What follows belongs to an exercise in optimizing a design on an open flow for small area, a short achievable clock period and few clock cycles; a production flow would make more cautious choices. In this exercise RTL edits were held to simulation tests only and were not proved equivalent to the original. No activity file was given, so power comes from the tool's default toggle rates.

==> design.v <==
module ahc (
  input  logic        clk,
  input  logic        rst,
  input  logic        cmd_valid,
  output logic        cmd_ready,
  input  logic [31:0] cmd_data,
  output logic        rsp_valid,
  input  logic        rsp_ready,
  output logic [3:0]  rsp_status,
  output logic [31:0] rsp_value,
  output logic        bout_valid,
  input  logic        bout_ready,
  output logic        bout_bit,
  output logic        bout_last,
  input  logic        bin_valid,
  output logic        bin_ready,
  input  logic        bin_bit,
  input  logic        bin_eos
);
  localparam int WB = 10;
  localparam int N  = 63;
  localparam logic [5:0] ROOT = 6'd62;
  localparam logic [5:0] NONE = 6'd63;
  localparam logic [9:0] MAXW = 10'h3ff;
  localparam logic [1:0] K_UNUSED = 2'd0, K_INT = 2'd1, K_LEAF = 2'd2, K_NYT = 2'd3;
  localparam logic [3:0] OP_NOP = 4'h0, OP_INIT = 4'h1, OP_ENCODE = 4'h2,
                         OP_DECODE = 4'h3, OP_UPDATE = 4'h4, OP_MAP = 4'h5,
                         OP_WALK = 4'h6, OP_CSR = 4'h7, OP_NRDW = 4'h8,
                         OP_NRDS = 4'h9;
  localparam logic [3:0] ST_OK = 4'd0, ST_ILLEGAL = 4'd1, ST_RANGE = 4'd2,
                         ST_OVERFLOW = 4'd3, ST_TRUNC = 4'd4, ST_STREAM = 4'd5,
                         ST_FATAL = 4'd7;
  logic [N-1:0][WB-1:0] w;
  logic [N-1:0]         isi;       
  logic [N-1:0][4:0]    sc;        
  logic [5:0]           lo;
  logic                 nytp;
  logic                 fatal;
  logic [3:0]           cause;
  logic [N-1:0] used, iint, ileaf;
  function automatic logic [N-1:0] sc_b0();
    for (int j = 0; j < N; j++) sc_b0[j] = sc[j][0];
  endfunction
  always_comb begin
    for (int j = 0; j < N; j++) begin
      used[j]  = (6'(j) > lo) || ((6'(j) == lo) && !nytp);
      iint[j]  = used[j] && isi[j];
      ileaf[j] = used[j] && !isi[j];
    end
  end
  typedef enum logic [2:0] {
    M_IDLE, M_DISP, M_CLIMB, M_EMIT, M_WALK, M_RAW, M_RESP
  } mstate_t;
  typedef enum logic [2:0] {
    U_IDLE, U_SPLIT1, U_SPLIT2, U_ABS, U_LEAD, U_SI, U_PAR
  } ustate_t;
  mstate_t     ms;
  logic [3:0]  opc;         
  logic [5:0]  opnd;        
  logic        c_illegal, c_range;
  logic        rmax;        
  logic [3:0]  r_status;
  logic [31:0] r_value;
  logic [4:0]  s;           
  logic        newf;
  logic [5:0]  nb;          
  logic [35:0] ob;          
  logic [5:0]  oc;          
  logic [5:0]  cur;         
  logic [4:0]  wsc;         
  logic [3:0]  rawv;
  logic [2:0]  rawcnt;
  logic [5:0]  mq;          
  logic [WB-1:0] mw;        
  ustate_t       us;
  logic [4:0]    e_s;       
  logic [5:0]    e_q;       
  logic [5:0]    e_p;       
  logic [5:0]    e_x;       
  logic [WB-1:0] e_w;       
  logic [WB-1:0] e_cv;      
  logic          e_c;       
  logic [4:0]    e_sc;      
  logic [5:0]    e_dfr;     
  logic [WB-1:0] e_dfw;     
  logic          e_dfrv;
  logic          e_indefer;
  logic          e_swap;    
  logic [4:0]    e_swsym;
  wire        ubusy = (us != U_IDLE);
  logic illegal, tree_cmd, range_err, ovf, root_nyt;
  logic [3:0]  n_opc;
  logic [11:0] n_rsvd;
  logic [15:0] n_opnd;
  logic        n_illegal, n_range;
  always_comb begin
    n_opc     = cmd_data[31:28];
    n_rsvd    = cmd_data[27:16];
    n_opnd    = cmd_data[15:0];
    n_illegal = (n_opc >= 4'hA) || (n_rsvd != 12'd0) ||
                ((n_opc == OP_NOP || n_opc == OP_INIT || n_opc == OP_DECODE || n_opc == OP_WALK) &&
                 (n_opnd != 16'd0));
    n_range   = ((n_opc == OP_ENCODE || n_opc == OP_UPDATE || n_opc == OP_MAP) && (n_opnd >= 16'd32)) ||
                ((n_opc == OP_NRDW || n_opc == OP_NRDS) && (n_opnd >= 16'd63)) ||
                ((n_opc == OP_CSR) && (n_opnd > 16'd5));
    illegal   = c_illegal;
    range_err = c_range;
    tree_cmd  = (opc == OP_ENCODE) || (opc == OP_DECODE) || (opc == OP_UPDATE) ||
                (opc == OP_MAP) || (opc == OP_WALK);
    ovf       = (opc == OP_ENCODE || opc == OP_DECODE || opc == OP_UPDATE) && rmax;
    root_nyt  = nytp && (lo == ROOT);
  end
  wire disp_ok   = !illegal && !(tree_cmd && fatal) && !range_err && !ovf;
  wire disp_walk = (ms == M_DISP) && !ubusy && disp_ok &&
                   (opc == OP_DECODE || opc == OP_WALK) && !root_nyt;
  wire walking   = (ms == M_WALK) || disp_walk;
  wire [5:0] nbw = (ms == M_WALK) ? nb : 6'd0;    
  logic [4:0]   key;
  logic [N-1:0] m4, pm, sm;
  logic [5:0]   par, sidx;
  logic         par_f, sf0, sf1, sf;
  always_comb begin
    case (us)
      U_LEAD:  key = e_q[5:1];
      U_SI:    key = e_p[5:1];
      U_PAR:   key = e_x[5:1];
      default: begin
        if (ms == M_RAW)                                         key = {rawv, 1'b0};
        else if (ms == M_CLIMB || opc == OP_NRDW || opc == OP_NRDS) key = cur[5:1];
        else                                                     key = opnd[4:0];
      end
    endcase
    par = '0; sidx = '0;
    for (int j = 0; j < N; j++) begin
      m4[j] = (sc[j][4:1] == key[4:1]);
      pm[j] = iint[j] && m4[j] && (sc[j][0] == key[0]);
      sm[j] = ileaf[j] && m4[j] && (sc[j][0] == key[0]);
      if (pm[j]) par = par | 6'(j);
      if (sm[j]) sidx = sidx | 6'(j);
    end
    par_f = |pm;
    if (!par_f) par = NONE;
    sf0 = |(ileaf & m4 & ~sc_b0());
    sf1 = |(ileaf & m4 & sc_b0());
    sf  = |sm;
  end
  logic [4:0]   wpair;
  logic [30:0]  wpoh;
  logic [1:0]   wp_int, wp_leaf;
  logic [N-1:0] wsel;
  always_comb begin
    wpair = (ms == M_DISP) ? sc[62] : wsc;
    wp_int = '0; wp_leaf = '0;
    for (int k = 0; k < 31; k++) begin
      wpoh[k] = (wpair == 5'(k));
      if (wpoh[k]) begin
        wp_int  = {iint[2*k+1], iint[2*k]};
        wp_leaf = {ileaf[2*k+1], ileaf[2*k]};
      end
    end
    for (int j = 0; j < N - 1; j++) wsel[j] = wpoh[j/2] && ((j % 2 == 1) == bin_bit);
    wsel[N-1] = 1'b0;                   
  end
  logic [N-1:0] ge, lessk, shf, tsel, lsel, q_oh;
  logic [5:0]   tbin, lbase;
  logic [4:0]   lsym;           
  logic         lead, q_is_l, t_is_q, t_is_p;
  logic [N-1:0] p_oh;
  always_comb begin
    lead  = (us == U_LEAD);
    lbase = lead ? e_q : e_p;
    for (int j = 0; j < N; j++) begin
      ge[j]    = 6'(j) >= lbase;
      q_oh[j]  = (e_q == 6'(j));
      p_oh[j]  = (e_p == 6'(j));
      lessk[j] = {w[j], isi[j]} < {e_cv, e_c};
    end
    for (int j = 0; j < N; j++) begin
      if (j < N - 1) begin
        shf[j]  = ge[j] && lessk[j+1] && (isi[j+1] || !lead);
        tsel[j] = ge[j] && lessk[j] && !lessk[j+1];
        lsel[j] = ge[j] && lessk[j] && !isi[j] && (isi[j+1] || !lessk[j+1]);
      end else begin
        shf[j]  = 1'b0;
        tsel[j] = ge[j] && lessk[j];
        lsel[j] = ge[j] && lessk[j] && !isi[j];
      end
    end
    tbin = '0; lsym = '0;
    for (int j = 0; j < N; j++) begin
      if (tsel[j]) tbin = tbin | 6'(j);
      lsym = lsym | ({5{lsel[j]}} & sc[j]);
    end
    q_is_l = |(lsel & q_oh);
    t_is_q = |(tsel & q_oh);
    t_is_p = |(tsel & p_oh);
  end
  logic [N-1:0]  ra_sel, cur_oh;
  logic [WB-1:0] ra_w;
  logic          ra_isi, ra_used;
  logic [4:0]    ra_sc;
  always_comb begin
    for (int j = 0; j < N; j++) cur_oh[j] = (cur == 6'(j));
    if (us == U_SI || us == U_PAR || us == U_LEAD)  ra_sel = pm;
    else if (walking)                               ra_sel = wsel;
    else if (opc == OP_NRDW || opc == OP_NRDS)      ra_sel = cur_oh;
    else                                            ra_sel = sm;
    ra_w = '0; ra_isi = 1'b0; ra_used = 1'b0; ra_sc = '0;
    for (int j = 0; j < N; j++) begin
      ra_w    = ra_w    | ({WB{ra_sel[j]}} & w[j]);
      ra_isi  = ra_isi  | (ra_sel[j] && isi[j]);
      ra_used = ra_used | (ra_sel[j] && used[j]);
      ra_sc   = ra_sc   | ({5{ra_sel[j]}} & sc[j]);
    end
  end
  wire lead_defer = nytp && (e_q == lo + 6'd1) && q_is_l;
  logic [N-1:0]  ld, sh, ix_oh;
  logic [5:0]    ix;
  logic [WB-1:0] b_w;
  logic          b_int;
  logic [4:0]    b_sc;
  always_comb begin
    case (us)
      U_SPLIT1: ix = lo;
      U_SPLIT2: ix = lo - 6'd1;
      U_ABS:    ix = 6'd0;
      default:  ix = e_q;
    endcase
    for (int j = 0; j < N; j++) ix_oh[j] = (ix == 6'(j));
    ld = '0; sh = '0;
    b_w = '0; b_int = 1'b0; b_sc = e_s;
    case (us)
      U_SPLIT1: begin                  
        ld    = ix_oh;
        b_int = 1'b1;
        b_sc  = 5'((lo - 6'd1) >> 1);
      end
      U_SPLIT2, U_ABS: ld = ix_oh;     
      U_LEAD: if (!lead_defer) begin   
        sh  = shf;
        ld  = tsel;
        b_w = e_cv;
      end
      U_PAR: begin                     
        if (e_swap) ld = ix_oh;
        b_w  = e_w;
        b_sc = e_swsym;
      end
      U_SI: begin                      
        sh    = shf;
        ld    = tsel;
        b_w   = e_cv;
        b_int = e_c;
        b_sc  = e_sc;
      end
      default: ;
    endcase
  end
  logic [N-1:0][WB-1:0] w_n;
  logic [N-1:0]         isi_n;
  logic [N-1:0][4:0]    sc_n;
  always_comb begin
    for (int j = 0; j < N; j++) begin
      logic hold;
      hold = !(sh[j] || ld[j]);
      w_n[j]   = ({WB{ld[j]}} & b_w)   | ({WB{hold}} & w[j]);
      isi_n[j] = (ld[j] & b_int)       | (hold & isi[j]);
      sc_n[j]  = ({5{ld[j]}} & b_sc)   | ({5{hold}} & sc[j]);
      if (j < N - 1) begin
        w_n[j]   = w_n[j]   | ({WB{sh[j]}} & w[j+1]);
        isi_n[j] = isi_n[j] | (sh[j] & isi[j+1]);
        sc_n[j]  = sc_n[j]  | ({5{sh[j]}} & sc[j+1]);
      end
    end
  end
  always_ff @(posedge clk) begin
    if (rst || (ms == M_DISP && !ubusy && opc == OP_INIT && !illegal)) rmax <= 1'b0;
    else if (ld[62])                                                      rmax <= (b_w == MAXW);
  end
  always_ff @(posedge clk) begin
    w   <= w_n;
    isi <= isi_n;
    sc  <= sc_n;
  end
  function automatic logic [31:0] result(input logic [5:0] n, input logic nw, input logic [4:0] y);
    result = {14'd0, 8'(y), nw, 9'(n)};
  endfunction
  logic [31:0] csr_val;
  logic [6:0]  nodes;
  always_comb begin
    nodes = 7'd63 - {1'b0, lo};
    case (opnd[2:0])
      3'd0:    csr_val = 32'h4148010A;
      3'd1:    csr_val = {24'd0, cause, 1'b0, (lo == ROOT), nytp, fatal};
      3'd2:    csr_val = 32'(used[62] ? w[62] : 10'd0);
      3'd3:    csr_val = 32'(nodes);
      3'd4:    csr_val = 32'((ROOT - lo) >> 1) + 32'(!nytp);
      default: csr_val = 32'(lo);
    endcase
  end
  logic [1:0]  rd_kind;
  logic [31:0] nrds_val;
  always_comb begin
    if (ra_used && ra_isi)       rd_kind = K_INT;
    else if (ra_used)            rd_kind = K_LEAF;
    else if (nytp && cur == lo)  rd_kind = K_NYT;
    else                         rd_kind = K_UNUSED;
    nrds_val = {4'd0, 9'(rd_kind == K_INT ? {ra_sc, 1'b1} : NONE), 9'(par), 3'd0,
                (rd_kind == K_LEAF ? ra_sc : 5'd0), rd_kind};
  end
  assign cmd_ready  = !rst && (ms == M_IDLE);
  assign rsp_valid  = !rst && (ms == M_RESP);
  assign rsp_status = r_status;
  assign rsp_value  = r_value;
  assign bout_valid = !rst && (ms == M_EMIT);
  assign bout_bit   = ob[0];
  assign bout_last  = (oc == 6'd1);
  assign bin_ready  = !rst && (walking || (ms == M_RAW));
  logic          u_start, u_new;
  logic [4:0]    u_sym;
  logic [5:0]    u_slot;
  logic [WB-1:0] u_w;
  always_comb begin
    u_start = 1'b0; u_new = 1'b0; u_sym = s; u_slot = mq; u_w = mw;
    if (walking) begin
      if (opc == OP_DECODE && bin_valid && !bin_eos && (bin_bit ? wp_leaf[1] : wp_leaf[0])) begin
        u_start = 1'b1;
        u_sym   = ra_sc;
        u_slot  = {wpair, bin_bit};
        u_w     = ra_w;
      end
    end else if (ms == M_DISP) begin
      if (!ubusy && disp_ok) begin
        if (opc == OP_UPDATE) begin
          u_start = 1'b1; u_new = !sf; u_sym = opnd[4:0]; u_slot = sidx; u_w = ra_w;
        end else if (opc == OP_ENCODE && !sf && root_nyt) begin
          u_start = 1'b1; u_new = 1'b1; u_sym = opnd[4:0];
        end
      end
    end else if (ms == M_CLIMB) begin
      if (opc == OP_ENCODE && par == ROOT) begin
        u_start = 1'b1; u_new = newf;
      end
    end else if (ms == M_RAW) begin
      if (opc == OP_DECODE && bin_valid && !bin_eos && rawcnt == 3'd4 && !(bin_bit ? sf1 : sf0)) begin
        u_start = 1'b1; u_new = 1'b1; u_sym = {rawv, bin_bit};
      end
    end
  end
  task automatic respond(input logic [3:0] st, input logic [31:0] val);
    r_status <= st;
    r_value  <= val;
    ms       <= M_RESP;
    if (st == ST_TRUNC || st == ST_STREAM) begin
      fatal <= 1'b1;
      cause <= st;
    end
  endtask
  wire start_dfr = e_dfrv && !par_f && (us == U_PAR || (us == U_SI && e_c));
  wire [WB-1:0] f_w = start_dfr ? e_dfw : ra_w;
  always_ff @(posedge clk) begin
    if (rst) begin
      ms       <= M_IDLE;
      us       <= U_IDLE;
      r_status <= '0;
      r_value  <= '0;
      lo       <= ROOT;
      nytp     <= 1'b1;
      fatal    <= 1'b0;
      cause    <= 4'd0;
    end else begin
      case (ms)
        M_IDLE: begin
          if (cmd_valid) begin
            opc       <= n_opc;
            opnd      <= n_opnd[5:0];
            c_illegal <= n_illegal;
            c_range   <= n_range;
            cur <= cmd_data[5:0];
            ms  <= M_DISP;
          end
        end
        M_DISP: begin
          if (!ubusy) begin
            nb <= '0;
            s  <= opnd[4:0];
            if (illegal)                     respond(ST_ILLEGAL, 32'd0);
            else if (tree_cmd && fatal)      respond(ST_FATAL, 32'd0);
            else if (range_err)              respond(ST_RANGE, 32'd0);
            else if (ovf)                    respond(ST_OVERFLOW, 32'd0);
            else begin
              case (opc)
                OP_NOP:  respond(ST_OK, 32'd0);
                OP_INIT: begin
                  lo    <= ROOT;
                  nytp  <= 1'b1;
                  fatal <= 1'b0;
                  cause <= 4'd0;
                  respond(ST_OK, 32'd0);
                end
                OP_CSR:  respond(ST_OK, csr_val);
                OP_NRDW: respond(ST_OK, 32'(ra_used ? ra_w : 10'd0));
                OP_NRDS: respond(ST_OK, nrds_val);
                OP_ENCODE, OP_MAP: begin
                  newf <= !sf;
                  mq   <= sidx;
                  mw   <= ra_w;
                  if (!sf) begin
                    cur <= lo;
                    ob  <= {31'd0, opnd[0], opnd[1], opnd[2], opnd[3], opnd[4]};
                    oc  <= 6'd5;
                    nb  <= 6'd5;
                    ms  <= root_nyt ? M_EMIT : M_CLIMB;
                  end else begin
                    cur <= sidx;
                    ob  <= '0;
                    oc  <= '0;
                    ms  <= M_CLIMB;
                  end
                end
                OP_UPDATE: respond(ST_OK, result(6'd0, !sf, opnd[4:0]));
                default: begin              
                  if (root_nyt) begin
                    rawcnt <= '0;
                    ms     <= M_RAW;
                  end
                end
              endcase
            end
          end
        end
        M_CLIMB: begin
          ob  <= {ob[34:0], cur[0]};
          oc  <= oc + 6'd1;
          nb  <= nb + 6'd1;
          cur <= par;
          if (par == ROOT) ms <= M_EMIT;
        end
        M_EMIT: begin
          if (bout_ready) begin
            ob <= {1'b0, ob[35:1]};
            oc <= oc - 6'd1;
            if (oc == 6'd1) respond(ST_OK, result(nb, newf, s));
          end
        end
        M_RAW: begin
          if (bin_valid) begin
            if (bin_eos) respond(ST_TRUNC, result(nb, 1'b1, '0));
            else begin
              rawv   <= {rawv[2:0], bin_bit};
              rawcnt <= rawcnt + 3'd1;
              nb     <= nb + 6'd1;
              if (rawcnt == 3'd4) begin
                if (bin_bit ? sf1 : sf0)
                  respond(ST_STREAM, result(nb + 6'd1, 1'b1, {rawv, bin_bit}));
                else
                  respond(ST_OK, result(nb + 6'd1, 1'b1, {rawv, bin_bit}));
              end
            end
          end
        end
        M_RESP: begin
          if (rsp_ready) ms <= M_IDLE;
        end
        default: ;
      endcase
      if (walking) begin
        if (bin_valid) begin
          if (bin_eos) respond(ST_TRUNC, result(nbw, 1'b0, '0));
          else begin
            nb <= nbw + 6'd1;
            if (bin_bit ? wp_int[1] : wp_int[0]) begin
              wsc <= ra_sc;
              ms  <= M_WALK;
            end else if (bin_bit ? wp_leaf[1] : wp_leaf[0]) begin
              respond(ST_OK, result(nbw + 6'd1, 1'b0, ra_sc));
            end else begin                  
              rawcnt <= '0;
              ms     <= M_RAW;
            end
          end
        end else if (ms == M_DISP) begin
          wsc <= sc[62];
          ms  <= M_WALK;
        end
      end
      if (us == U_LEAD || us == U_PAR || us == U_SI) begin
        e_p  <= start_dfr ? e_dfr : par;
        e_cv <= f_w + WB'(1);
        e_c  <= start_dfr ? 1'b0 : ra_isi;
        e_sc <= start_dfr ? e_s : ra_sc;
        if (start_dfr) begin
          e_dfrv    <= 1'b0;
          e_indefer <= 1'b1;
        end
      end
      case (us)
        U_IDLE: begin
          if (u_start) begin
            e_s       <= u_sym;
            e_q       <= u_slot;
            e_w       <= u_w;
            e_cv      <= u_w + WB'(1);
            e_c       <= 1'b0;
            e_indefer <= 1'b0;
            e_dfrv    <= 1'b0;
            e_swap    <= 1'b0;
            if (u_new) us <= (lo != 6'd0) ? U_SPLIT1 : U_ABS;
            else       us <= U_LEAD;
          end
        end
        U_SPLIT1: us <= U_SPLIT2;
        U_SPLIT2: begin
          lo     <= lo - 6'd2;
          e_p    <= lo;
          e_cv   <= WB'(1);
          e_c    <= 1'b1;
          e_sc   <= 5'((lo - 6'd1) >> 1);
          e_dfr  <= lo - 6'd1;
          e_dfw  <= '0;
          e_dfrv <= 1'b1;
          us     <= U_SI;
        end
        U_ABS: begin
          nytp <= 1'b0;
          e_p  <= 6'd0;
          e_cv <= WB'(1);
          e_c  <= 1'b0;
          e_sc <= e_s;
          us   <= U_SI;
        end
        U_LEAD: begin
          if (lead_defer) begin
            e_dfr  <= e_q;
            e_dfw  <= e_w;
            e_dfrv <= 1'b1;
            us     <= U_SI;
          end else if (t_is_q) begin      
            us <= U_SI;
          end else begin
            e_swap  <= !q_is_l;
            e_swsym <= lsym;
            e_x     <= tbin;
            us      <= U_PAR;
          end
        end
        U_PAR: begin
          if (!par_f && !e_dfrv) us <= U_IDLE;
          else                   us <= U_SI;
        end
        U_SI: begin
          if (e_c) begin
            if (!par_f && !e_dfrv) us <= U_IDLE;
          end else begin
            if (e_indefer)    us <= U_IDLE;
            else if (!t_is_p) begin       
              e_x <= tbin;
              us  <= U_PAR;
            end
          end
        end
        default: us <= U_IDLE;
      endcase
    end
  end
endmodule
==> run.sh <==
#!/bin/bash
# synth_recipe.tcl (not shown) runs the flow's synth.tcl, then flattens the netlist and writes it again
# the make line also repeats each setting of config.mk as NAME=value (left out here)
make -C /OpenROAD-flow-scripts/flow DESIGN_CONFIG=/design/flow/config.mk WORK_HOME=/design/flow/orfs CLKGATE_MAP_FILE= SYNTH_SCRIPT=/design/flow/synth_recipe.tcl finish
==> config.mk <==
export PLATFORM = sky130hd
export DESIGN_NAME = ahc
export DESIGN_NICKNAME = ahc
export VERILOG_FILES = /design/flow/design.v
export SDC_FILE = /design/flow/constraint.sdc
export NUM_CORES = 4
export LEC_CHECK = 0
export CAP_MARGIN = 20
export CORE_MARGIN = 2
export CORE_UTILIZATION = 25
export PLACE_DENSITY = 0.35
export SETUP_SLACK_MARGIN = 3
export SLEW_MARGIN = 20
==> constraint.sdc <==
create_clock -name core_clock -period 10.0 [get_ports {clk}]
set_input_delay 2.0000 -clock core_clock [delete_from_list [all_inputs] [get_ports {clk}]]
set_output_delay 2.0000 -clock core_clock [all_outputs]
set_load 0.01 [all_outputs]
==> results of run 1 <==
[worst min-delay path by stage]
stage	slack [ns]	from	endpoint	cells after the start
4_1_cts	0.43	cause[3]	cause[3]	2
3_3_place_gp	0.42	r_status[3]	r_status[3]	2
3_5_place_dp	0.42	cause[3]	cause[3]	2
2_1_floorplan	0.41	cause[1]	cause[1]	2
[per-stage QoR]
| step | TNS (ns) | setup slack, ns |
|---|---|---|
| floorplan | 0 | 3.528 |
| global placement | -11.26 | -1.343 |
| detailed placement | 0 | 0.7332 |
| CTS | 0 | 2.903 |
[logic make-up after synthesis]
family / synth area share
mux: 0.01141
xor+xnor: 0.02591
other cells: 0.00007661
compound gates: 0.3414
simple gates: 0.2175
flops: 0.2709
buf+inv: 0.04970
fa+ha+maj: 0.08309
[power groups by stage]
stage	combinational, W	clock, W	sequential (W)
2_1_floorplan	0.00132	0	0.00526
3_3_place_gp	0.00285	0	0.00536
3_5_place_dp	0.00287	0	0.00536
4_1_cts	0.00313	0.00648	0.00524
[synthesized netlist by cell type (57+ instances only)]
| cell | n |
|---|---|
| a21oi_1 | 524 |
| ha_1 | 651 |
| o22ai_1 | 124 |
| nand2b_1 | 153 |
| a2111oi_0 | 78 |
| nand3_1 | 285 |
| buf_1 | 72 |
| and2_1 | 81 |
| nor4_1 | 185 |
| a221oi_1 | 151 |
| a211oi_1 | 139 |
| a32oi_1 | 84 |
| a31oi_1 | 57 |
| o2111ai_1 | 59 |
| o21ai_0 | 545 |
| o211ai_1 | 98 |
| or2_2 | 72 |
| xnor2_1 | 264 |
| dfxtp_1 | 1046 |
| edfxtp_1 | 187 |
| a22o_1 | 118 |
| and3_1 | 79 |
| inv_1 | 278 |
| mux2i_1 | 78 |
| o31ai_1 | 66 |
| a22oi_1 | 356 |
| nand4_1 | 237 |
| a221o_1 | 959 |
| clkbuf_1 | 590 |
| nor2_1 | 1612 |
| a222oi_1 | 148 |
| nor2b_1 | 86 |
| nand2_1 | 754 |
| o21a_1 | 80 |
| buf_2 | 175 |
| nor3_1 | 429 |
| or3_1 | 64 |
| a21o_1 | 167 |
[routing by layer]
layer | global-route usage | GRT overflow
met1 | 0.8141 | 19
met2 | 0.8956 | 1480
met3 | 0.6943 | 52
met4 | 0.7590 | 911
met5 | 0.4302 | 5
[timing repair]
| action | CTS |
|---|---|
| setup endpoints to repair | 1133 |
| buffers inserted | 143 |
| cloned | 8 |
| resized for setup | 307 |
| pin swaps | 67 |
==> run_results.csv, run 1 <==
group,metric,value,unit
synth,synth_top_flop_cell,"dfxtp_1",
place,dp.cells,18145,
place,portBuffers,81,
cts,hold_buffers,0,
synth,yosys.cell_types.count,125,
synth,ys_ff_latch,1233,
outcome,outcome,"did not finish",
place,place_congestion,1.408,
floorplanning,rows,229,
cts,cts_buffers,165,
cts,htree_levels,4,
global_routing,grt_max_degree,65,
cts,root_buffer,"clkbuf_16",
synth,synth-async-reset-ratio,0,
floorplanning,start_util,0.2516,
synth,synth_area_leaders,"dfxtp_1 (21%), a221o_1 (9.8%), ha_1 (8.3%)",
synth,synth-edff-count,187,
outcome,haltStage,"global routing (5_1_grt)",
cts,cts.sinks,1233,
synth,avgSynthCellArea,8.116,um2
outcome,error_line,"[ERROR GRT-0116] Global routing finished with congestion. Check the congestion regions in the DRC Viewer.",
synth,syn_inst,12079,
synth,synth_largest_area_cell,"dfxtp_1",
global_routing,track_usage,0.7932,
global_routing,grt_pass1_vias,168067,
synth,yosysWarningCount,1,
floorplanning,die_height,630.2,um
place,placed_area,0.1168,mm2
global_routing,grt_pass1_wl,2137,mm
place,dp_hpwl,1130,mm
floorplanning,die_w,630.2,um
synth,synth_top_area_share,0.2136,
floorplanning,ios,82,
synth,yosysSeqAreaShare,0.2709,
global_routing,overflow,2467,
cts,clk_path_buf_depth,4,
synth,synthesis.area,0.09803,mm2
Testbench counts, summed over its fixed seeds: cycles 53,013.
==> inputs of run 2 (changes only) <==
--- a/design.v
+++ b/design.v
@@ -80,2 +80,3 @@
   logic [WB-1:0] e_w;       
+  logic [WB-1:0] e_wq;      
   logic [WB-1:0] e_cv;      
@@ -146,19 +147,16 @@
   end
-  logic [4:0]   wpair;
-  logic [30:0]  wpoh;
-  logic [1:0]   wp_int, wp_leaf;
-  logic [N-1:0] wsel;
+  logic [5:0] par2;
   always_comb begin
-    wpair = (ms == M_DISP) ? sc[62] : wsc;
-    wp_int = '0; wp_leaf = '0;
-    for (int k = 0; k < 31; k++) begin
-      wpoh[k] = (wpair == 5'(k));
-      if (wpoh[k]) begin
-        wp_int  = {iint[2*k+1], iint[2*k]};
-        wp_leaf = {ileaf[2*k+1], ileaf[2*k]};
+    logic f;
+    par2 = '0;
+    f    = 1'b0;
+    for (int j = 0; j < N; j++) begin
+      if (iint[j] && sc[j] == par[5:1]) begin
+        par2 = par2 | 6'(j);
+        f    = 1'b1;
       end
     end
-    for (int j = 0; j < N - 1; j++) wsel[j] = wpoh[j/2] && ((j % 2 == 1) == bin_bit);
-    wsel[N-1] = 1'b0;                   
+    if (!f) par2 = NONE;
   end
+  wire [4:0] wpair = (ms == M_DISP) ? sc[62] : wsc;
   logic [N-1:0] ge, lessk, shf, tsel, lsel, q_oh;
@@ -175,3 +173,3 @@
       p_oh[j]  = (e_p == 6'(j));
-      lessk[j] = {w[j], isi[j]} < {e_cv, e_c};
+      lessk[j] = (w[j] == e_w) || ((w[j] == e_cv) && !isi[j] && e_c);
     end
@@ -197,19 +195,44 @@
   end
-  logic [N-1:0]  ra_sel, cur_oh;
-  logic [WB-1:0] ra_w;
-  logic          ra_isi, ra_used;
-  logic [4:0]    ra_sc;
+  logic [31:0]   psel, pm_p, sm_p, cur_p, wp_p;
+  logic          rd_odd;
+  logic [WB-1:0] pe_w, po_w, ra_w;
+  logic [1:0]    wp_int, wp_leaf;    
+  logic          pe_isi, po_isi, pe_used, po_used, ra_isi, ra_used;
+  logic [4:0]    pe_sc, po_sc, ra_sc;
   always_comb begin
-    for (int j = 0; j < N; j++) cur_oh[j] = (cur == 6'(j));
-    if (us == U_SI || us == U_PAR || us == U_LEAD)  ra_sel = pm;
-    else if (walking)                               ra_sel = wsel;
-    else if (opc == OP_NRDW || opc == OP_NRDS)      ra_sel = cur_oh;
-    else                                            ra_sel = sm;
-    ra_w = '0; ra_isi = 1'b0; ra_used = 1'b0; ra_sc = '0;
-    for (int j = 0; j < N; j++) begin
-      ra_w    = ra_w    | ({WB{ra_sel[j]}} & w[j]);
-      ra_isi  = ra_isi  | (ra_sel[j] && isi[j]);
-      ra_used = ra_used | (ra_sel[j] && used[j]);
-      ra_sc   = ra_sc   | ({5{ra_sel[j]}} & sc[j]);
+    for (int k = 0; k < 32; k++) begin
+      pm_p[k]  = pm[2*k] || (k < 31 && pm[2*k+1]);
+      sm_p[k]  = sm[2*k] || (k < 31 && sm[2*k+1]);
+      cur_p[k] = (cur[5:1] == 5'(k));
+      wp_p[k]  = (wpair == 5'(k)) && (k < 31);
+    end
+    if (us == U_SI || us == U_PAR || us == U_LEAD) begin
+      psel = pm_p;  rd_odd = par[0];
+    end else if (walking) begin
+      psel = wp_p;  rd_odd = bin_bit;
+    end else if (opc == OP_NRDW || opc == OP_NRDS) begin
+      psel = cur_p; rd_odd = cur[0];
+    end else begin
+      psel = sm_p;  rd_odd = sidx[0];
     end
+    pe_w = '0; po_w = '0; pe_isi = 1'b0; po_isi = 1'b0; pe_used = 1'b0; po_used = 1'b0;
+    pe_sc = '0; po_sc = '0;
+    for (int k = 0; k < 32; k++) begin
+      pe_w    = pe_w    | ({WB{psel[k]}} & w[2*k]);
+      pe_isi  = pe_isi  | (psel[k] && isi[2*k]);
+      pe_used = pe_used | (psel[k] && used[2*k]);
+      pe_sc   = pe_sc   | ({5{psel[k]}} & sc[2*k]);
+      if (k < 31) begin
+        po_w    = po_w    | ({WB{psel[k]}} & w[2*k+1]);
+        po_isi  = po_isi  | (psel[k] && isi[2*k+1]);
+        po_used = po_used | (psel[k] && used[2*k+1]);
+        po_sc   = po_sc   | ({5{psel[k]}} & sc[2*k+1]);
+      end
+    end
+    ra_w    = rd_odd ? po_w    : pe_w;
+    ra_isi  = rd_odd ? po_isi  : pe_isi;
+    ra_used = rd_odd ? po_used : pe_used;
+    ra_sc   = rd_odd ? po_sc   : pe_sc;
+    wp_int  = {po_used && po_isi,  pe_used && pe_isi};
+    wp_leaf = {po_used && !po_isi, pe_used && !pe_isi};
   end
@@ -245,3 +268,3 @@
         if (e_swap) ld = ix_oh;
-        b_w  = e_w;
+        b_w  = e_wq;
         b_sc = e_swsym;
@@ -277,3 +300,3 @@
     if (rst || (ms == M_DISP && !ubusy && opc == OP_INIT && !illegal)) rmax <= 1'b0;
-    else if (ld[62])                                                      rmax <= (b_w == MAXW);
+    else if (us == U_SI && e_p == ROOT)                                   rmax <= (e_cv == MAXW);
   end
@@ -340,3 +363,3 @@
     end else if (ms == M_CLIMB) begin
-      if (opc == OP_ENCODE && par == ROOT) begin
+      if (opc == OP_ENCODE && (par == ROOT || par2 == ROOT)) begin
         u_start = 1'b1; u_new = newf;
@@ -431,8 +454,15 @@
         end
-        M_CLIMB: begin
-          ob  <= {ob[34:0], cur[0]};
-          oc  <= oc + 6'd1;
-          nb  <= nb + 6'd1;
-          cur <= par;
-          if (par == ROOT) ms <= M_EMIT;
+        M_CLIMB: begin                      
+          if (par == ROOT) begin
+            ob <= {ob[34:0], cur[0]};
+            oc <= oc + 6'd1;
+            nb <= nb + 6'd1;
+            ms <= M_EMIT;
+          end else begin
+            ob  <= {ob[33:0], cur[0], par[0]};
+            oc  <= oc + 6'd2;
+            nb  <= nb + 6'd2;
+            cur <= par2;
+            if (par2 == ROOT) ms <= M_EMIT;
+          end
         end
@@ -488,2 +518,3 @@
         e_p  <= start_dfr ? e_dfr : par;
+        e_w  <= f_w;
         e_cv <= f_w + WB'(1);
@@ -497,12 +528,13 @@
       case (us)
-        U_IDLE: begin
+        U_IDLE: begin                       
+          e_s       <= u_sym;
+          e_q       <= u_slot;
+          e_w       <= u_w;
+          e_wq      <= u_w;
+          e_cv      <= u_w + WB'(1);
+          e_c       <= 1'b0;
+          e_indefer <= 1'b0;
+          e_dfrv    <= 1'b0;
+          e_swap    <= 1'b0;
           if (u_start) begin
-            e_s       <= u_sym;
-            e_q       <= u_slot;
-            e_w       <= u_w;
-            e_cv      <= u_w + WB'(1);
-            e_c       <= 1'b0;
-            e_indefer <= 1'b0;
-            e_dfrv    <= 1'b0;
-            e_swap    <= 1'b0;
             if (u_new) us <= (lo != 6'd0) ? U_SPLIT1 : U_ABS;
@@ -515,2 +547,3 @@
           e_p    <= lo;
+          e_w    <= '0;
           e_cv   <= WB'(1);
@@ -526,2 +559,3 @@
           e_p  <= 6'd0;
+          e_w  <= '0;
           e_cv <= WB'(1);
@@ -534,3 +568,3 @@
             e_dfr  <= e_q;
-            e_dfw  <= e_w;
+            e_dfw  <= e_wq;
             e_dfrv <= 1'b1;
--- a/config.mk
+++ b/config.mk
@@ -9,5 +9,5 @@
 export CORE_MARGIN = 2
-export CORE_UTILIZATION = 25
-export PLACE_DENSITY = 0.35
-export SETUP_SLACK_MARGIN = 3
+export CORE_UTILIZATION = 20
+export PLACE_DENSITY = 0.3
+export SETUP_SLACK_MARGIN = 2
 export SLEW_MARGIN = 20
==> run_results.csv, run 2 <==
group,metric,value,unit
outcome,outcome,"no timing/DRC/antenna violations",
global_routing,track_usage,0.4670,
global_routing,grt_pass1_wl,1399,mm
synth,synth_area_leaders,"dfxtp_1 (22%), xnor2_1 (11%), a221o_1 (9.9%)",
cts,clk-insertion-delay-late,0.96,ns
worst_setup_path,endpoint_kind,"flop",
floorplanning,start_util,0.2011,
job,maxCapViolations,0,
synth,synth-edff-count,197,
worst_setup_path,reg2reg_from,"lo[5]",
worst_setup_path,cpLargestDelayFamily,"simple AND/OR/NAND/NOR gates",
synth,synth_top_area_share,0.2245,
finish,stdcell_count,18756,
floorplanning,core,0.4639,mm2
worst_setup_path,path_max_fanout,52,
floorplanning,die_height,686.9,um
sta,rsz0062_at_grt,"yes",
global_routing,grt_antenna_before_repair,264,
drt,drtPass1Iterations,10,
sta,hold_violations,0,
synth,synthesis.area,0.09327,mm2
sta,fmax,121.5,MHz
cts,root_buffer,"clkbuf_16",
power_and_ir_drop,max-vdd-ir-drop,0.3447,mV
synth,synth_most_common_cell,"nor2_1",
floorplanning,rows,250,
synth,synth_largest_area_cell,"dfxtp_1",
cts,clk_path_buf_depth,4,
worst_hold_path,holdPathEnd,"r_value[19]",
synth,yosysSeqAreaShare,0.2879,
synth,yosys.cell_types.count,111,
floorplanning,ios,82,
place,dp_hpwl,915.7,mm
sta,period_share,0.8227,
global_routing,grt_max_degree,81,
drt,num_vias,120798,
synth,synth-async-reset-ratio,0,
finish,largestRegisters,"w x630, sc x315, isi x63",
worst_setup_path,r2r_end,"e_cv[7]",
place,portBuffers,81,
sta,setup_viol,0,
worst_hold_path,hold_path_class,"flop to flop",
worst_setup_path,cp.required,10.69,ns
cts,hold_buffers,0,
drt,avgViaCountPerCell,6.440,
sta,maxSlewViolCount,0,
finish,areaGrowthSynthToFinish,29.36,%
global_routing,overflow,0,
worst_setup_path,r2r_cells,28,
finish,final_cell_mix,"buf_4 (1561), nor2_1 (1463), xnor2_1 (1166)",
cts,cts.sinks,1243,
synth,avgSynthCellArea,8.088,um2
worst_hold_path,min_from,"r_value[19]",
sta,finalClockSkew,0.09484,ns
worst_setup_path,setup.worst_path.start_class,"flop",
worst_hold_path,worstHoldPathCells,2,
floorplanning,die_w,686.9,um
worst_setup_path,crit_slowest_cell,"nor2_1",
worst_setup_path,r2r_slack,1.77,ns
worst_setup_path,worst_ep_arrival_time,8.92,ns
synth,ys_ff_latch,1243,
drt,drtAntennaViolNets,0,
cts,htree_levels,4,
cts,clk_pin_slew,0.06,ns
worst_setup_path,crit_path_frequent_cell,"buf_4",
synth,synth_common_cells,"nor2_1 (1488), xnor2_1 (1168), dfxtp_1 (1046)",
finish,largest_reg_flops,630,
finish,final_common_cell,"buf_4",
floorplanning,dieArea,0.4718,mm2
global_routing,grt_pass1_vias,106848,
finish,fin_nets,12387,
finish,max_flop_register,"w",
sta,slew_headroom,0.07423,
cts,cts_tree,"built",
power_and_ir_drop,cellPowerDensity,343.8,mW/mm2
drt,drc,0,
worst_setup_path,crit_buf_inv,8,
worst_setup_path,crit_path_max_incr_delay,0.65,ns
synth,syn_inst,11532,
place,place_congestion,1.085,
synth,yosysWarningCount,3,
power_and_ir_drop,p_leak,43.25,nW
finish,drive_gt1_frac,0.2073,
worst_setup_path,crit_type,"flop to flop",
drt,drtIter0Drc,23585,
sta,min_period,8.227,ns
cts,cts_buffers,175,
drt,totalWireLength,1151,mm
synth,synth_top_flop_cell,"dfxtp_1",
place,dp.cells,18207,
drt,drt-wirelength-per-cell,61.35,um
sta,hold_slack,0.4634,ns
sta,tightest_slew,1.376,ns
run 2: cell types whose count changed after synthesis, sizes merged, moves of 131 or more:
cell    before   now
xor2        26   624
a21oi      534   398
a21o       167    21
nor3       445   293
clkbuf     592   874
ha         651    25
xnor2      264  1168
o21ai      583   358
nand2      755   602
nand4      244   375
run 2: through the flow:
step                instance area, um2  worst slack [ns]  power (W)    util  TNS, ns
finish                          120600             1.773    0.04147  0.2601        0
global route                    120400             1.928    0.04091  0.2595        0
CTS                             119100             1.849    0.03943  0.2568        0
detailed placement              112400            0.8952    0.03218  0.2423        0
global placement                111900            -1.386    0.03229  0.2413   -26.51
floorplan                        93320             3.858    0.01722       -        0
run 2: cells by family (layout without fill, tap and decap cells):
kind of cell,Yosys count,count (layout),share of synthesized area
buffers and inverters,1418,2335,0.06344
other,2,134,0.00008052
multiplexers,141,141,0.01548
adder cells (fa/ha/maj),25,25,0.003354
XOR/XNOR,1792,1792,0.1683
AO/OA/AOI/OAI,3002,3002,0.2560
AND/OR/NAND/NOR,3909,3910,0.2055
flip-flops,1243,1243,0.2879
run 2: how the worst max path moves through the flow:
stage          cells past startpoint       to  startpoint  slack, ns
6_report                          28  e_cv[7]       lo[5]       1.77
5_1_grt                           34  e_cv[7]      opc[2]       1.93
4_1_cts                           33  e_cv[7]      opc[3]       1.85
3_5_place_dp                      28  e_cv[7]       us[0]       0.90
3_3_place_gp                      29  e_cv[7]      opc[1]      -1.39
2_1_floorplan                     29    us[2]      opc[2]       3.86
run 2: tightest hold or removal path, stage by stage, from the launching register on:
cell	delay (ns)
dfxtp_1	0.31
nand2_1	0.05
a21oi_1	0.06
run 2: report_power, final:
| group | switching (W) | internal, W | leakage, nW |
|---|---|---|---|
| combinational | 0.0194 | 0.00751 | 30.2 |
| clock | 0.00295 | 0.00364 | 2.74 |
| sequential | 0.00187 | 0.00609 | 10.3 |
| total | 0.0242 | 0.0172 | 43.3 |
run 2: final cells by class:
| class | instances | area [um2] |
|---|---|---|
| clock inverter | 73 | 809.5 |
| tap | 6174 | 7725 |
| multi-input combinational | 8885 | 63380 |
| inverter | 194 | 728.2 |
| antenna | 119 | 297.8 |
| timing repair buffer | 1823 | 15940 |
| fill | 50144 | 343200 |
| sequential | 1243 | 26890 |
| clock buffer | 245 | 4882 |
run 2: what timing repair did:
action                                 in CTS  in global routing
endpoints found under the hold margin       0                  0
gates cloned                                7                  3
setup endpoints to repair                 298                148
pin swaps                                  21                 47
setup buffers                              31                 68
gates resized for setup                    99                101
run 2: per-layer routing:
layer,global-route usage,up-vias,part of all wire
met2,0.6514,10366,0.39
li1,-,44702,-
met3,0.1754,2414,0.12
met4,0.2966,82,0.078
met5,0.006429,-,0.00081
met1,0.5983,63234,0.41
Testbench counts of run 2, summed over its fixed seeds: cycles 48,514.
==> inputs of run 3 (changes only) <==
--- a/design.v
+++ b/design.v
@@ -74,2 +74,4 @@
   logic [WB-1:0] mw;        
+  logic        upd_pend;    
+  logic        k_cur;       
   ustate_t       us;
@@ -129,3 +131,3 @@
         if (ms == M_RAW)                                         key = {rawv, 1'b0};
-        else if (ms == M_CLIMB || opc == OP_NRDW || opc == OP_NRDS) key = cur[5:1];
+        else if (ms == M_CLIMB || k_cur)                         key = cur[5:1];
         else                                                     key = opnd[4:0];
@@ -168,3 +170,3 @@
     lead  = (us == U_LEAD);
-    lbase = lead ? e_q : e_p;
+    lbase = e_p;                      
     for (int j = 0; j < N; j++) begin
@@ -264,3 +266,3 @@
         ld  = tsel;
-        b_w = e_cv;
+        b_w = e_wq + WB'(1);
       end
@@ -356,5 +358,3 @@
       if (!ubusy && disp_ok) begin
-        if (opc == OP_UPDATE) begin
-          u_start = 1'b1; u_new = !sf; u_sym = opnd[4:0]; u_slot = sidx; u_w = ra_w;
-        end else if (opc == OP_ENCODE && !sf && root_nyt) begin
+        if (opc == OP_ENCODE && !sf && root_nyt) begin
           u_start = 1'b1; u_new = 1'b1; u_sym = opnd[4:0];
@@ -362,2 +362,6 @@
       end
+    end else if (ms == M_RESP) begin
+      if (upd_pend) begin               
+        u_start = 1'b1; u_new = newf;
+      end
     end else if (ms == M_CLIMB) begin
@@ -387,2 +391,3 @@
       us       <= U_IDLE;
+      upd_pend <= 1'b0;
       r_status <= '0;
@@ -401,2 +406,3 @@
             c_range   <= n_range;
+            k_cur     <= (n_opc == OP_NRDW || n_opc == OP_NRDS);
             cur <= cmd_data[5:0];
@@ -443,3 +449,9 @@
                 end
-                OP_UPDATE: respond(ST_OK, result(6'd0, !sf, opnd[4:0]));
+                OP_UPDATE: begin
+                  newf     <= !sf;
+                  mq       <= sidx;
+                  mw       <= ra_w;
+                  upd_pend <= 1'b1;
+                  respond(ST_OK, result(6'd0, !sf, opnd[4:0]));
+                end
                 default: begin              
@@ -492,2 +504,3 @@
         M_RESP: begin
+          upd_pend <= 1'b0;
           if (rsp_ready) ms <= M_IDLE;
@@ -531,6 +544,6 @@
           e_q       <= u_slot;
+          e_p       <= u_slot;
           e_w       <= u_w;
           e_wq      <= u_w;
-          e_cv      <= u_w + WB'(1);
-          e_c       <= 1'b0;
+          e_c       <= 1'b0;             
           e_indefer <= 1'b0;
--- a/config.mk
+++ b/config.mk
@@ -11,3 +11,3 @@
 export PLACE_DENSITY = 0.3
-export SETUP_SLACK_MARGIN = 2
+export SETUP_SLACK_MARGIN = 3
 export SLEW_MARGIN = 20
==> run_results.csv, run 3 <==
group,metric,value,unit
finish,drive_gt1_frac,0.2275,
finish,final_common_cell,"buf_4",
worst_hold_path,holdPathEnd,"cause[3]",
finish,final_area,0.1268,mm2
drt,drtPass1Iterations,13,
worst_setup_path,crit_type,"flop to flop",
finish,multi_input_area,0.06770,mm2
cts,clk_pin_slew,0.07,ns
finish,max_flop_register,"w",
sta,timing.setup.tns,0,ns
finish,largest_reg_flops,630,
worst_setup_path,r2r_end,"e_cv[8]",
cts,cts_buffers,175,
drt,avgViaCountPerCell,6.576,
synth,avgSynthCellArea,8.128,um2
sta,fmax,134.3,MHz
synth,synth-async-reset-ratio,0,
floorplanning,ios,82,
drt,drtAntennaViolNets,0,
worst_setup_path,r2r_slack,2.55,ns
finish,n_fill_cell,51583,
floorplanning,start_util,0.2006,
synth,synth_common_cells,"nor2_1 (1366), dfxtp_1 (1047), xnor2_1 (1000)",
cts,cts.sinks,1245,
worst_setup_path,path_max_fanout,34,
synth,synth_most_common_cell,"nor2_1",
worst_setup_path,r2r_cells,27,
power_and_ir_drop,max-vdd-ir-drop,0.1778,mV
global_routing,grt_pass1_vias,110797,
sta,rsz0062_at_grt,"yes",
floorplanning,die_w,696.4,um
drt,totalWireLength,1159,mm
sta,hold_slack,0.4296,ns
sta,setup_viol,0,
cts,cts_tree,"built",
worst_setup_path,worst_ep_arrival_time,8.13,ns
place,portBuffers,81,
drt,drtIter0Drc,23559,
floorplanning,die_height,696.4,um
worst_setup_path,reg2reg_from,"ms[2]",
drt,drc,0,
finish,largestRegisters,"w x630, sc x315, isi x63",
worst_hold_path,min_from,"cause[3]",
floorplanning,core,0.4780,mm2
worst_hold_path,worstHoldPathCells,2,
worst_hold_path,hold_path_class,"flop to flop",
synth,synth_top_area_share,0.2186,
synth,synth-edff-count,198,
worst_setup_path,crit_slowest_cell,"or4_4",
synth,yosysWarningCount,3,
power_and_ir_drop,p_leak,45.40,nW
synth,ys_ff_latch,1245,
place,place_congestion,1.107,
global_routing,grt_antenna_before_repair,234,
synth,syn_inst,11796,
sta,min_period,7.445,ns
global_routing,track_usage,0.4561,
worst_setup_path,cp.required,10.68,ns
cts,clk_path_buf_depth,4,
finish,areaGrowthSynthToFinish,32.29,%
sta,maxSlewViolCount,0,
cts,htree_levels,4,
synth,synth_largest_area_cell,"dfxtp_1",
floorplanning,dieArea,0.4850,mm2
place,dp_hpwl,872.1,mm
job,maxCapViolations,0,
drt,num_vias,126470,
synth,yosys.cell_types.count,127,
global_routing,grt_max_degree,64,
sta,finalClockSkew,0.09736,ns
outcome,outcome,"no timing/DRC/antenna violations",
finish,seq_area,0.02695,mm2
floorplanning,rows,254,
finish,final_cell_mix,"buf_4 (1506), nor2_1 (1323), dfxtp_1 (1019)",
global_routing,overflow,0,
sta,period_share,0.7445,
synth,synthesis.area,0.09588,mm2
drt,drt-wirelength-per-cell,60.26,um
synth,synth_top_flop_cell,"dfxtp_1",
power_and_ir_drop,cellPowerDensity,318.0,mW/mm2
cts,clk-insertion-delay-late,0.97,ns
worst_setup_path,endpoint_kind,"flop",
global_routing,grt_pass1_wl,1414,mm
cts,root_buffer,"clkbuf_16",
sta,tightest_slew,1.415,ns
worst_setup_path,setup.worst_path.start_class,"flop",
power_and_ir_drop,p_total,0.04033,W
sta,slew_headroom,0.05682,
synth,yosysSeqAreaShare,0.2806,
sta,hold_violations,0,
worst_setup_path,crit_path_max_incr_delay,0.80,ns
finish,fin_nets,12594,
place,placed_area,0.1117,mm2
synth,synth_area_leaders,"dfxtp_1 (22%), a221o_1 (9.1%), xnor2_1 (9.1%)",
run 3: cell types whose count changed after synthesis, sizes merged, moves of 106 or more:
cell	previous run	this run
nor2	1492	1373
nand2	602	708
nand3	238	358
buf	350	509
xnor2	1168	1000
a22oi	431	308
run 3: how the worst max path moves through the flow:
stage,from,end,slack (ns),depth (start not counted)
floorplan,ms[2],e_w[5],4.61,27
global placement,e_w[4],sc[28],0.43,20
detailed placement,ms[2],cur[2],0.61,23
CTS,ms[0],cur[2],2.93,27
global route,ms[1],e_cv[8],2.67,30
finish,ms[2],e_cv[8],2.55,27
run 3: final cells by class:
class / count / area share
Antenna cell: 166 / 0.003275
Clock buffer: 254 / 0.04096
Timing Repair Buffer: 1861 / 0.1345
Clock inverter: 59 / 0.006303
Inverter: 178 / 0.005564
Tap cell: 6400 / 0.06313
Multi-Input combinational cell: 9068 / 0.5338
Sequential cell: 1245 / 0.2125
run 3: per-stage QoR:
step                      instances  utilization  setup slack [ns]
after floorplan               11807            -             4.614
after global placement        18285       0.2330            0.4272
after detailed placement      18300       0.2336            0.6095
after CTS                     18868       0.2575             2.931
after global routing          19088       0.2646             2.672
final                         19231       0.2654             2.555
run 3: routing by layer:
metal  part of all wire  up-vias  global-route usage
li1                   -    46367                   -
met1               0.37    65117              0.5149
met2               0.41    11053              0.6601
met3               0.10     3899              0.1613
met4               0.12       34              0.4419
met5            0.00035        -            0.002971
run 3: power by group:
group | total, W | internal (W) | switching [W]
Clock | 0.00692 | 0.00397 | 0.00295
Sequential | 0.00855 | 0.00609 | 0.00247
Combinational | 0.0249 | 0.00728 | 0.0176
Total | 0.0403 | 0.0173 | 0.0230
run 3: worst max-delay path, delay by kind of cell (launching register included):
kind                      cells  cell delay (ns)
xor gates and xnor gates      1             0.21
DFF                           1             0.38
and+or+nand+nor              10             2.97
buffers and inverters         7             1.00
AOI/OAI and AO/OA             9             2.37
run 3: repair_timing:
item / 4_1_cts / 5_1_grt
buffers inserted: 231 / 184
gates resized for setup: 476 / 293
gates cloned: 24 / 6
endpoints found under the setup margin: 1208 / 891
hold buffers: 0 / 0
pin swaps: 140 / 146
run 3: cell families (layout without fill, tap and decap cells):
| kind of cell | count (synthesis) | after routing | share of synthesized area |
|---|---|---|---|
| flops | 1245 | 1245 | 0.2806 |
| simple gates | 3970 | 3971 | 0.2023 |
| other cells | 2 | 179 | 0.00007833 |
| buf+inv | 1507 | 2352 | 0.06854 |
| fa+ha+maj | 25 | 25 | 0.003262 |
| mux | 138 | 138 | 0.01475 |
| compound gates | 3221 | 3233 | 0.2763 |
| xor+xnor | 1688 | 1688 | 0.1542 |
Testbench counts of run 3, summed over its fixed seeds: cycles 48,514.
==> inputs of run 4 (changes only) <==
--- a/design.v
+++ b/design.v
@@ -80,3 +80,4 @@
   logic [5:0]    e_p;       
-  logic [5:0]    e_x;       
+  logic [4:0]    ekey;      
+  logic [4:0]    mkey;      
   logic [WB-1:0] e_w;       
@@ -125,12 +126,3 @@
   always_comb begin
-    case (us)
-      U_LEAD:  key = e_q[5:1];
-      U_SI:    key = e_p[5:1];
-      U_PAR:   key = e_x[5:1];
-      default: begin
-        if (ms == M_RAW)                                         key = {rawv, 1'b0};
-        else if (ms == M_CLIMB || k_cur)                         key = cur[5:1];
-        else                                                     key = opnd[4:0];
-      end
-    endcase
+    key = ubusy ? ekey : mkey;
     par = '0; sidx = '0;
@@ -407,2 +399,3 @@
             k_cur     <= (n_opc == OP_NRDW || n_opc == OP_NRDS);
+            mkey      <= (n_opc == OP_NRDW || n_opc == OP_NRDS) ? cmd_data[5:1] : cmd_data[4:0];
             cur <= cmd_data[5:0];
@@ -436,2 +429,3 @@
                   mw   <= ra_w;
+                  mkey <= sf ? sidx[5:1] : lo[5:1];
                   if (!sf) begin
@@ -476,3 +470,4 @@
             nb  <= nb + 6'd2;
-            cur <= par2;
+            cur  <= par2;
+            mkey <= par2[5:1];
             if (par2 == ROOT) ms <= M_EMIT;
@@ -492,2 +487,3 @@
               rawv   <= {rawv[2:0], bin_bit};
+              mkey   <= {rawv[2:0], bin_bit, 1'b0};
               rawcnt <= rawcnt + 3'd1;
@@ -531,2 +527,3 @@
         e_p  <= start_dfr ? e_dfr : par;
+        ekey <= start_dfr ? e_dfr[5:1] : par[5:1];
         e_w  <= f_w;
@@ -545,2 +542,3 @@
           e_p       <= u_slot;
+          ekey      <= u_slot[5:1];
           e_w       <= u_w;
@@ -560,2 +558,3 @@
           e_p    <= lo;
+          ekey   <= lo[5:1];
           e_w    <= '0;
@@ -572,2 +571,3 @@
           e_p  <= 6'd0;
+          ekey <= 5'd0;
           e_w  <= '0;
@@ -589,3 +589,3 @@
             e_swsym <= lsym;
-            e_x     <= tbin;
+            ekey    <= tbin[5:1];
             us      <= U_PAR;
@@ -603,3 +603,3 @@
             else if (!t_is_p) begin       
-              e_x <= tbin;
+              ekey <= tbin[5:1];
               us  <= U_PAR;
--- a/config.mk
+++ b/config.mk
@@ -11,3 +11,3 @@
 export PLACE_DENSITY = 0.3
-export SETUP_SLACK_MARGIN = 3
+export SETUP_SLACK_MARGIN = 3.5
 export SLEW_MARGIN = 20
==> run_results.csv, run 4 <==
group,metric,value,unit
global_routing,grt_pass1_wl,1369,mm
finish,largestRegisters,"w x630, sc x315, isi x63",
place,place_congestion,1.085,
global_routing,grt_max_degree,71,
global_routing,grt_pass1_vias,110703,
power_and_ir_drop,max-vdd-ir-drop,0.2226,mV
finish,final_common_cell,"buf_4",
cts,clk-insertion-delay-late,0.99,ns
cts,cts_tree,"built",
sta,fmax,141.4,MHz
worst_setup_path,worst_ep_arrival_time,7.87,ns
place,portBuffers,81,
cts,cts_buffers,178,
sta,min_period,7.074,ns
sta,rsz0062_at_grt,"yes",
power_and_ir_drop,p_leak,49.32,nW
synth,synth-edff-count,202,
drt,drt-wirelength-per-cell,57.20,um
synth,synth_common_cells,"nor2_1 (1380), dfxtp_1 (1047), nand2_1 (939)",
power_and_ir_drop,pwr-share-seq,0.185,
power_and_ir_drop,internal_power,0.01696,W
synth,synth_area_leaders,"dfxtp_1 (22%), a221o_1 (8.9%), xnor2_1 (8.0%)",
cts,root_buffer,"clkbuf_16",
floorplanning,dieArea,0.4829,mm2
sta,slew_headroom,0.04206,
drt,drc,0,
cts,clk_pin_slew,0.06,ns
place,dp_hpwl,822.9,mm
drt,drtIter0Drc,21733,
synth,ys_ff_latch,1249,
power_and_ir_drop,clkPwrFrac,0.186,
global_routing,track_usage,0.4401,
power_and_ir_drop,power_switching,0.01996,W
floorplanning,die_w,694.9,um
sta,maxSlewViolCount,0,
drt,avgViaCountPerCell,6.425,
synth,avgSynthCellArea,8.048,um2
drt,totalWireLength,1122,mm
synth,synth_largest_area_cell,"dfxtp_1",
synth,yosys.cell_types.count,130,
synth,yosysWarningCount,3,
power_and_ir_drop,cellPowerDensity,279.7,mW/mm2
synth,yosysSeqAreaShare,0.2831,
finish,largest_reg_flops,630,
power_and_ir_drop,power_switching_share,0.5407,
worst_setup_path,crit_type,"flop to flop",
synth,syn_inst,11863,
finish,stdcell_count,19620,
floorplanning,core,0.4751,mm2
finish,areaGrowthSynthToFinish,38.24,%
floorplanning,rows,253,
synth,synthesis.area,0.09547,mm2
drt,num_vias,126059,
worst_setup_path,path_max_fanout,9,
drt,drtAntennaViolNets,0,
global_routing,overflow,0,
finish,max_flop_register,"w",
job,maxCapViolations,0,
sta,hold_violations,0,
cts,htree_levels,4,
finish,n_fill_cell,50702,
worst_hold_path,hold_path_class,"flop to flop",
floorplanning,die_height,694.9,um
finish,final_cell_mix,"buf_4 (1505), nor2_1 (1334), dfxtp_1 (1021)",
sta,finalClockSkew,0.1137,ns
worst_setup_path,setup.worst_path.start_class,"flop",
power_and_ir_drop,comb_power_share,0.629,
floorplanning,ios,82,
worst_setup_path,endpoint_kind,"flop",
finish,fin_nets,13019,
cts,cts.sinks,1249,
power_and_ir_drop,p_total,0.03692,W
cts,clk_path_buf_depth,4,
sta,setup_viol,0,
outcome,outcome,"no timing/DRC/antenna violations",
sta,tightest_slew,1.437,ns
synth,synth-async-reset-ratio,0,
finish,drive_gt1_frac,0.2532,
worst_setup_path,r2r_slack,2.93,ns
drt,drtPass1Iterations,12,
synth,synth_top_area_share,0.2195,
synth,synth_most_common_cell,"nor2_1",
place,dp.cells,18404,
global_routing,grt_antenna_before_repair,206,
synth,synth_top_flop_cell,"dfxtp_1",
floorplanning,start_util,0.2009,
worst_setup_path,cp.required,10.79,ns
sta,period_share,0.7074,
## run 4: worst paths after layout
check / startpoint / end / cells past startpoint
hold reg to reg: cause[1] / cause[1] / 1
setup reg to reg: us[1] / r_value[6] / 26
hold / removal: cause[1] / cause[1] / 1
setup / recovery: us[1] / r_value[6] / 26
## run 4: area by class of cell
type	instances	area, um2	area share
antenna	155	387.9	0.002939
clock buffer	255	5087	0.03855
clock inverter	66	837.1	0.006342
inverter	179	733.2	0.005555
multi-input combinational	9246	68850	0.5217
sequential	1249	27080	0.2052
tap	6375	7976	0.06044
timing repair buffer	2095	21030	0.1593
## run 4: kinds of logic (layout without fill, tap and decap cells)
family / after synthesis / after routing / share of synthesized area
compound gates: 3213 / 3219 / 0.2680
xor+xnor: 1749 / 1749 / 0.1606
fa+ha+maj: 30 / 30 / 0.003932
buf+inv: 1390 / 2595 / 0.06406
flops: 1249 / 1249 / 0.2831
mux: 46 / 46 / 0.005032
other cells: 2 / 168 / 0.00007866
simple gates: 4184 / 4189 / 0.2152
## run 4: per-layer routing
layer  vias to the layer above  GRT usage  part of all wire
met5                         -    0.01040           0.00091
met3                      3679     0.1330             0.097
met2                     10701     0.6428              0.41
li1                      46794          -                 -
met1                     64837     0.5069              0.37
met4                        48     0.4218              0.12
## run 4: timing repair
action                     4_1_cts  5_1_grt
gates resized for setup        826      571
setup endpoints to repair     1222     1054
hold buffers                     0        0
pin swaps                      210      257
buffers inserted               417      258
cloned                          36       18
## run 4: critical path, stage by stage (launching register included)
cell,delay (ns)
dfxtp_4,0.46
buf_4,0.16
buf_8,0.17
o31a_4,0.34
clkbuf_16,0.25
buf_12,0.19
nor3_4,0.06
o221ai_2,0.24
or4_4,0.18
a21boi_4,0.18
buf_6,0.16
o221a_4,0.22
o22ai_4,0.08
buf_12,0.21
buf_6,0.13
buf_8,0.11
a222oi_1,0.83
nand4_1,0.61
and4b_4,0.67
nand4_1,0.18
o21ai_4,0.20
buf_6,0.20
clkinvlp_4,0.21
a221o_1,0.45
nand2_2,0.08
nand2_1,0.05
a31o_1,0.24
## run 4: through the flow
| step | hold WS (ns) | area [um2] | util | setup TNS, ns | setup WS (ns) |
|---|---|---|---|---|---|
| 2_1_floorplan | 0.4244 | 95510 | - | 0 | 4.841 |
| 3_3_place_gp | 0.4569 | 110600 | 0.2327 | -2.215 | -0.5340 |
| 3_5_place_dp | 0.4524 | 111100 | 0.2337 | 0 | 0.3017 |
| 4_1_cts | 0.4708 | 126100 | 0.2653 | 0 | 3.307 |
| 5_1_grt | 0.4859 | 131700 | 0.2771 | 0 | 3.116 |
| 6_report | 0.4714 | 132000 | 0.2778 | 0 | 2.926 |
## run 4: power by group through the flow
stage | clock, W | combinational (W) | sequential (W)
3_5_place_dp | 0 | 0.0166 | 0.00694
4_1_cts | 0.00690 | 0.0199 | 0.00673
2_1_floorplan | 0 | 0.00738 | 0.00612
6_report | 0.00686 | 0.0232 | 0.00683
3_3_place_gp | 0 | 0.0167 | 0.00696
5_1_grt | 0.00706 | 0.0227 | 0.00676
Testbench counts of run 4, summed over its fixed seeds: cycles 48,514.
==> inputs of run 5 (changes only) <==
--- a/config.mk
+++ b/config.mk
@@ -11,3 +11,3 @@
 export PLACE_DENSITY = 0.3
-export SETUP_SLACK_MARGIN = 3.5
+export SETUP_SLACK_MARGIN = 4.0
 export SLEW_MARGIN = 20
==> run_results.csv, run 5 <==
group,metric,value,unit
outcome,outcome,"no timing/DRC/antenna violations",
finish,largest_reg_flops,630,
synth,synth-edff-count,202,
cts,cts_tree,"built",
cts,htree_levels,4,
power_and_ir_drop,p_total,0.03751,W
power_and_ir_drop,p_leak,51.38,nW
synth,synth_common_cells,"nor2_1 (1380), dfxtp_1 (1047), nand2_1 (939)",
sta,finalClockSkew,0.1188,ns
worst_setup_path,r2r_cells,23,
worst_hold_path,min_from,"cause[1]",
sta,period_share,0.7259,
sta,min_period,7.259,ns
place,dp_hpwl,822.9,mm
cts,cts.sinks,1249,
finish,stdcell_count,19908,
power_and_ir_drop,cellPowerDensity,275.6,mW/mm2
finish,drive_gt1_frac,0.2771,
worst_hold_path,worstHoldPathCells,1,
synth,synth_top_area_share,0.2195,
cts,clk-insertion-delay-late,1.00,ns
floorplanning,ios,82,
global_routing,grt_pass1_wl,1396,mm
global_routing,grt_antenna_before_repair,216,
drt,drt-wirelength-per-cell,57.80,um
worst_setup_path,reg2reg_from,"us[1]",
place,portBuffers,81,
synth,yosysSeqAreaShare,0.2831,
worst_setup_path,setup.worst_path.start_class,"flop",
sta,fmax,137.8,MHz
sta,hold_violations,0,
drt,drtAntennaViolNets,0,
global_routing,grt_max_degree,71,
synth,ys_ff_latch,1249,
finish,n_fill_cell,50534,
finish,final_common_cell,"buf_4",
synth,yosys.cell_types.count,130,
floorplanning,core,0.4751,mm2
global_routing,overflow,0,
floorplanning,die_height,694.9,um
sta,layout_setup_ws,2.741,ns
sta,tightest_slew,1.437,ns
cts,clk_path_buf_depth,4,
synth,synth_most_common_cell,"nor2_1",
sta,slew_headroom,0.04198,
cts,cts_buffers,178,
drt,drtPass1Iterations,15,
synth,yosysWarningCount,3,
synth,synth-async-reset-ratio,0,
finish,final_cell_mix,"buf_4 (1625), nor2_1 (1315), dfxtp_1 (1016)",
drt,num_vias,128561,
drt,totalWireLength,1151,mm
finish,fin_nets,13269,
worst_setup_path,r2r_slack,2.74,ns
finish,largestRegisters,"w x630, sc x315, isi x63",
worst_setup_path,cp.required,10.76,ns
cts,clk_pin_slew,0.06,ns
sta,setup_viol,0,
power_and_ir_drop,max-vdd-ir-drop,0.2325,mV
drt,avgViaCountPerCell,6.458,
floorplanning,start_util,0.2009,
worst_setup_path,r2r_end,"r_value[3]",
worst_hold_path,hold_path_class,"flop to flop",
finish,max_flop_register,"w",
cts,hold_buffers,0,
synth,synth_largest_area_cell,"dfxtp_1",
drt,drtIter0Drc,22213,
floorplanning,dieArea,0.4829,mm2
synth,avgSynthCellArea,8.048,um2
place,place_ws,0.3017,ns
job,maxCapViolations,0,
worst_setup_path,endpoint_kind,"flop",
floorplanning,die_w,694.9,um
place,dp.cells,18404,
sta,hold_slack,0.4707,ns
global_routing,grt_pass1_vias,112907,
sta,maxSlewViolCount,0,
floorplanning,rows,253,
synth,syn_inst,11863,
synth,synth_top_flop_cell,"dfxtp_1",
sta,rsz0062_at_grt,"yes",
synth,synth_area_leaders,"dfxtp_1 (22%), a221o_1 (8.9%), xnor2_1 (8.0%)",
worst_hold_path,holdPathEnd,"cause[1]",
synth,synthesis.area,0.09547,mm2
cts,root_buffer,"clkbuf_16",
sta,timing.setup.tns,0,ns
global_routing,track_usage,0.4491,
drt,drc,0,
place,place_congestion,1.085,
worst_setup_path,crit_type,"flop to flop",
worst_setup_path,worst_ep_arrival_time,8.02,ns
worst_setup_path,path_max_fanout,8,
finish,areaGrowthSynthToFinish,42.59,%
[run 5: cells by family (layout without fill, tap and decap cells)]
logic type	count (synthesis)	count (layout)	synth area share
AO/OA/AOI/OAI	3213	3219	0.2680
XOR/XNOR	1749	1749	0.1606
adder cells (fa/ha/maj)	30	30	0.003932
buffers and inverters	1390	2844	0.06406
flip-flops	1249	1249	0.2831
multiplexers	46	46	0.005032
other	2	206	0.00007866
AND/OR/NAND/NOR	4184	4190	0.2152
[run 5: layout make-up]
cell class / count / area, um2 / share of cell area
clock buffers: 255 / 5087 / 0.03737
repair buffers: 2344 / 24170 / 0.1775
multi-input cells: 9247 / 69760 / 0.5124
clock inverters: 66 / 837.1 / 0.006149
inverters: 179 / 742.0 / 0.005450
flip-flops and latches: 1249 / 27080 / 0.1989
diodes: 193 / 483.0 / 0.003548
well taps: 6375 / 7976 / 0.05859
[run 5: critical path, stage by stage, from the launching register on]
cell        delay [ns]
dfxtp_4           0.41
buf_4             0.22
nor4b_4           0.32
buf_12            0.15
buf_4             0.26
nor3_1            0.20
o221ai_2          0.27
or4_4             0.18
a21boi_4          0.18
buf_6             0.17
o221a_4           0.21
o22ai_4           0.24
buf_6             0.26
a222oi_1          0.58
a21boi_2          0.26
nand4_1           0.83
nor3_4            0.68
nand3_4           0.24
o21ai_4           0.23
buf_12            0.17
clkinvlp_4        0.22
a221o_1           0.45
o221ai_2          0.11
o32ai_2           0.10
[run 5: worst max-delay path by stage]
stage / start / end / slack [ns]
after floorplan: us[2] / mkey[4] / 4.84
after global placement: us[2] / e_cv[7] / -0.53
after detailed placement: us[2] / e_cv[8] / 0.30
after CTS: us[2] / r_value[3] / 3.41
after global routing: us[2] / r_value[3] / 3.03
final: us[1] / r_value[3] / 2.74
[run 5: through the flow]
stage,util,area [um2]
final,0.2865,136100
after detailed placement,0.2337,111100
after floorplan,-,95510
after global placement,0.2327,110600
after CTS,0.2753,130800
after global routing,0.2857,135800
[run 5: what timing repair did]
action                     in CTS  in global routing
setup endpoints to repair    1241               1180
gates cloned                   55                 22
buffers inserted              617                283
resized for setup            1364                394
pin swaps                     372                157
[run 5: metal layers]
metal / vias up / global-route usage / routed length (um)
li1: 47356 / - / -
met1: 65787 / 0.5102 / 417700
met2: 11388 / 0.6500 / 469700
met3: 3971 / 0.1456 / 117600
met4: 59 / 0.4433 / 143700
met5: - / 0.02460 / 1892
[run 5: where the power goes]
part | internal, W | switching [W]
Clock | 0.00394 | 0.00294
Combinational | 0.00745 | 0.0163
Sequential | 0.00572 | 0.00112

port drivers added, routing unchanged:
No port has a modelled driver above. Below, the same layouts with a new extraction and two added sets of constraints. Step 1, drivers: a clkbuf_16 drives clk and a buf_2 each remaining input, both assumed. Step 2, shift: input delay + t, output delay - t, t = (earliest + latest rising clock arrival at the registers) / 2. This alone moves slack from input paths to output paths. Three values: no drivers, after step 1, after step 2; two values: the first two.
| run | shift t [ns] | slack for setup (ns) | slew at the worst register clock pin (ns) | worst slew at a driven data input, ns |
|---|---|---|---|---|
| run 2 | 1.042 | 1.773 / 1.773 / 1.773 | 0.07 / 0.07 | 0.07 |
| run 3 | 1.051 | 2.555 / 2.555 / 2.555 | 0.07 / 0.07 | 0.11 |
| run 4 | 1.074 | 2.926 / 2.926 / 2.836 | 0.07 / 0.07 | 0.19 |
| run 5 | 1.071 | 2.741 / 2.741 / 2.741 | 0.07 / 0.07 | 0.18 |
After both steps every run listed still meets setup and hold. The setup slack of run 4, which loses most, moves by 0.000 ns with the drivers and by -0.090 ns with both steps.
